From an optimization exercise on the open Yosys and OpenROAD flow, aimed at small area, a short achievable clock period and few clock cycles per item; shortcuts taken in it are not production practice.
Function was checked by simulation only, so behaviour that the tests miss may differ from the original.

## fp_codec
module fp_codec (
    input  wire         clk,
    input  wire         rst,
    input  wire         in_valid,
    output wire         in_ready,
    input  wire         in_op,
    input  wire [31:0]  in_word,
    input  wire         in_neg,
    input  wire [135:0] in_num,
    input  wire [135:0] in_den,
    output reg          out_valid,
    output reg          out_op,
    output reg  [31:0]  out_word,
    output reg  [1:0]   out_fault,
    output reg  [136:0] out_dec
);
export LEC_CHECK = 0
export CAP_MARGIN = 20
export CORE_MARGIN = 2
export CORE_UTILIZATION = 55
export PLACE_DENSITY = 0.72
export SETUP_SLACK_MARGIN = 5
export SLEW_MARGIN = 20
export SYNTH_MEMORY_MAX_BITS = 32768
create_clock -name core_clock -period 11.0 [get_ports {clk}]
run.sh (not shown) runs the stock make flow with config.mk's settings and CLKGATE_MAP_FILE= SYNTH_SCRIPT=/design/flow/synth_recipe.tcl, a recipe that flattens the netlist after the stock synthesis.
The first run completed with no timing, DRC or antenna violations.
Testbench counts at the start, summed over its fixed seeds: cycles 10,918, items 4,800.
Change:
--- a/flow/design.v
+++ b/flow/design.v
@@ -15,27 +15,25 @@
     output reg  [136:0] out_dec
 );
     localparam integer K    = 4;           
     localparam integer NDIV = 24 / K;      
     localparam FAULT_NONE      = 2'd0;
     localparam FAULT_OVERFLOW  = 2'd1;
     localparam FAULT_UNDERFLOW = 2'd2;
     wire take = in_valid & in_ready & ~rst;
     reg          a_n1, a_n2, a_rdy;    
     reg          b_div, b_fin, b_out;  
-    reg  [3:0]   ecnt;
-    wire         b_last = b_div & (ecnt == NDIV - 1);
     wire         a_has = a_n1 | a_n2 | a_rdy;
-    wire         a_go  = a_rdy & (~b_div | b_last);    
+    wire         a_go  = a_rdy & ~b_div;               
     wire         a_free = ~a_n1 & ~a_n2 & (~a_rdy | a_go);
     reg          d2_v, d3_v;
-    localparam integer QD = 5;
+    localparam integer QD = 6;
     reg  [31:0]  qw [0:QD-1];
     reg  [QD-1:0] qv;           
     reg  [1:0]   qc [0:QD-1];   
     wire         q_full  = qv[QD-1];
     wire         q_head  = qv[0] & ((qc[0] == 2'd0) | ((qc[0] == 2'd1) & b_fin));
     wire [1:0]   e_infl  = {1'b0, a_has} + {1'b0, b_div};    
     wire         d_take  = take & ~in_op;
     wire         d_issue = q_head | (d_take & ~qv[0] & (e_infl == 2'd0));
     wire [31:0]  d1_word = qv[0] ? qw[0] : in_word;
     wire        d1_sign = d1_word[31];
@@ -77,20 +75,21 @@
     reg  [6:0]   d3_lsh;
     always @(posedge clk) begin
         d3_val <= d2_val;
         d3_lsh <= d2_lsh;
     end
     always @(*) out_dec = {{104{d3_val[32]}}, d3_val} << d3_lsh;
     reg  [135:0] na, nd;
     reg  [7:0]   lzd;
     reg  signed [9:0] ebf;      
     reg          negf, zerof;
+    reg  [3:0]   ecnt;
     reg  [138:0] rs, rc;        
     reg  [135:0] rd;            
     reg          rp;            
     reg  [25:0]  rq, rqm;       
     reg  signed [9:0] eb;       
     reg          eneg, ezero;
     assign in_ready = in_op ? a_free : ~q_full;
     wire [7:0]   nrm_lz;
     wire [135:0] nrm_out;
     wire         nrm_zero;
@@ -173,57 +172,44 @@
             if (zero)
                 pack = {FAULT_NONE, 32'd0};
             else if (b > 10'sd255)
                 pack = {FAULT_OVERFLOW, 32'd0};
             else if (b < 10'sd0)
                 pack = {FAULT_UNDERFLOW, 32'd0};
             else
                 pack = {FAULT_NONE, neg, b[7:0], q[24] ? q[23:1] : q[22:0]};
         end
     endfunction
-    reg  [138:0] fs, fc;
-    reg  [25:0]  fq, fqm;
-    reg  signed [9:0] feb;
-    reg          fneg, fzero;
-    always @(posedge clk) if (b_last) begin
-        fs    <= ss[K];
-        fc    <= sc[K];
-        fq    <= sq[K];
-        fqm   <= sqm[K];
-        feb   <= eb;
-        fneg  <= eneg;
-        fzero <= ezero;
-    end
     wire         f_neg;
-    fpc_sign #(.W(139), .L(8)) u_sign (.a(fs), .b(fc), .s(f_neg));
-    wire [33:0]  f_wq  = pack(fq, feb, fneg, fzero);
-    wire [33:0]  f_wqm = pack(fqm, feb, fneg, fzero);
+    fpc_sign #(.W(139), .L(8)) u_sign (.a(rs), .b(rc), .s(f_neg));
+    wire [33:0]  f_wq  = pack(rq, eb, eneg, ezero);
+    wire [33:0]  f_wqm = pack(rqm, eb, eneg, ezero);
     always @(posedge clk) if (b_fin) {out_fault, out_word} <= f_neg ? f_wqm : f_wq;
     wire e_take = take & in_op;
     always @(posedge clk) begin
         if (rst) begin
             a_n1  <= 1'b0;
             a_n2  <= 1'b0;
             a_rdy <= 1'b0;
             b_div <= 1'b0;
             b_fin <= 1'b0;
             b_out <= 1'b0;
             d2_v  <= 1'b0;
             d3_v  <= 1'b0;
         end else begin
             d2_v  <= d_issue;
             d3_v  <= d2_v;
             a_n1  <= e_take;
             a_n2  <= a_n1;
             a_rdy <= a_n2 | (a_rdy & ~a_go);
-            b_div <= a_go | (b_div & ~b_last);
-            b_fin <= b_last;
+            b_div <= a_go | (b_div & (ecnt != NDIV - 1));
+            b_fin <= b_div & (ecnt == NDIV - 1);
             b_out <= b_fin;
         end
     end
     always @(posedge clk) begin
         if (a_n1)        na <= nd;
         else if (a_n2)   na <= nrm_out;
         else if (a_free) na <= in_den;
         if (a_n1)        nd <= nrm_out;
         else if (a_free) nd <= in_num;
         if (a_free)      negf <= in_neg;
Outcome: The new run completed without violations; fmax came out higher by 0.83%; register-to-register slack is better by 0.05 ns; setup slack gains 0.054 ns; wire length falls by 15%; synthesized cell count falls by 2.6%; via count drops by 5.5%.
Testbench counts after the change, summed over its fixed seeds: cycles 11,934, items 4,800.

Setup of rev 12:
fp_codec, a different RTL version from the one above (not shown whole).
Size in the first run: about 1100 flip-flops, ~480 I/O pins.
clock: 11.0 ns
lec_check: 0
cap_margin: 20
core_margin: 2
core_utilization: 40
place_density: 0.6
setup_slack_margin: 5
slew_margin: 20
synth_memory_max_bits: 32768
Rev 12: all stages complete, timing, DRC and antenna checks passed
Testbench counts of rev 12, summed over its fixed seeds: cycles 11,934, items 4,800.
Relative to rev 12, the following input files were edited for rev 13:
--- a/flow/design.v
+++ b/flow/design.v
@@ -113,20 +113,15 @@
     endfunction
     wire [WE-1:0] e_a;
     fpc_add #(.W(WE), .L(4)) u_ea (.a(rs[137 -: WE]), .b(rc[137 -: WE]), .cin(1'b0), .s(e_a));
     wire [2:0] t_qp, t_qn;
     fpc_qsel3 u_qsel (.a(e_a[WE-1:1]), .d(rd[134:131]), .qp(t_qp), .qn(t_qn));
     wire [1:0]    g1 = gsel(e_a[WE-1 -: 4]);
-    wire [WE-1:0] u_ts = rs[137 -: WE], u_tc = rc[137 -: WE];
     wire [WE-1:0] e1p, e1n;
-    wire [WE-1:0] u_ps = u_ts ^ u_tc ^ xp;
-    wire [WE-1:0] u_pc = {(u_ts[WE-2:0] & u_tc[WE-2:0]) | (u_ts[WE-2:0] & xp[WE-2:0]) | (u_tc[WE-2:0] & xp[WE-2:0]), 1'b0};
-    wire [WE-1:0] u_ns = u_ts ^ u_tc ^ xn;
-    wire [WE-1:0] u_nc = {(u_ts[WE-2:0] & u_tc[WE-2:0]) | (u_ts[WE-2:0] & xn[WE-2:0]) | (u_tc[WE-2:0] & xn[WE-2:0]), 1'b0};
-    fpc_add #(.W(WE), .L(4)) u_e1p (.a(u_ps), .b(u_pc), .cin(1'b0), .s(e1p));
-    fpc_add #(.W(WE), .L(4)) u_e1n (.a(u_ns), .b(u_nc), .cin(1'b0), .s(e1n));
+    fpc_add #(.W(WE), .L(4)) u_e1p (.a(e_a), .b(xp), .cin(1'b0), .s(e1p));
+    fpc_add #(.W(WE), .L(4)) u_e1n (.a(e_a), .b(xn), .cin(1'b0), .s(e1n));
     wire [WE-1:0] e1  = g1[1] ? e1p : g1[0] ? e1n : e_a;
     wire [WE-1:0] e8  = {e1[WE-4:0], 3'b000};
     wire [WE-1:0] f_pp, f_p0, f_pn, f_0p, f_0n, f_np, f_n0, f_nn;
     fpc_add #(.W(WE), .L(4)) u_fpp (.a(e8), .b(c_pp), .cin(1'b0), .s(f_pp));
     fpc_add #(.W(WE), .L(4)) u_fp0 (.a(e8), .b(x4p),  .cin(1'b0), .s(f_p0));
     fpc_add #(.W(WE), .L(4)) u_fpn (.a(e8), .b(c_pn), .cin(1'b0), .s(f_pn));
### Flow results
Rev 13 vs rev 12 on wire length of the first global-routing pass: rev 13 is the lower one.
| setup slack | lower: rev 12 |
Taking rev 12 as the reference, in rev 13 final-layout clock buffer total saw a decrease; fill cell instance count of the final layout now larger; number of antenna violations at the first check in global routing lost about 45%.
Compared with rev 12, in rev 13 xor and xnor fraction of the mapped netlist area fell by 0.15 points, share of final layout cell area taken by clock buffers and inverters rose by 0.46 points, post-synthesis cell type count fell by 5, shortest clock period the worst path allows after layout fell by 99 ps.
Rev 12 → rev 13: layout overhead on the synthesized area now sits lower, utilization after layout dropped 0.75 points.
Capturing element of the worst setup path = rs[34]: rev 12; capturing element of the worst setup path = rs[76]: rev 13
Testbench counts of rev 13, summed over its fixed seeds: cycles 11,934, items 4,800.

-- port drivers added, routing unchanged --
The flow's constraints put no driver on any port. The routed layouts listed below were extracted and timed again, unchanged, in two steps.
Step 1 sets driving cells, clkbuf_16 on the clock port and buf_2 on the other inputs (assumed; they add their load-dependent delay and slew).
Step 2 adds t to the input delays and takes it off the output delays; t is the mean of the earliest and latest rising clock arrival at the registers after step 1. Input paths then give back, and output paths get back, about the clock's delay inside the block.
Three values: no drivers, after step 1, after step 2; two values: the first two.
run	t, ns	setup slack, ns	worst setup path after step 2	latest minus earliest clock arrival (ns)	slew at the worst register clock pin (ns)
the first run of note 1	0.916	4.501 / 4.501 / 4.445	input to register	0.053 / 0.052	0.07 / 0.07
the second run of note 1	0.869	4.554 / 4.554 / 4.449	input to register	0.087 / 0.087	0.07 / 0.07
rev 12	0.912	4.497 / 4.497 / 4.478	input to register	0.085 / 0.085	0.07 / 0.07
rev 13	0.920	4.597 / 4.597 / 4.456	input to register	0.059 / 0.059	0.07 / 0.07
After both steps every run listed still meets setup and hold. The setup slack of rev 13, which loses most, moves by 0.000 ns with the drivers and by -0.141 ns with both steps.
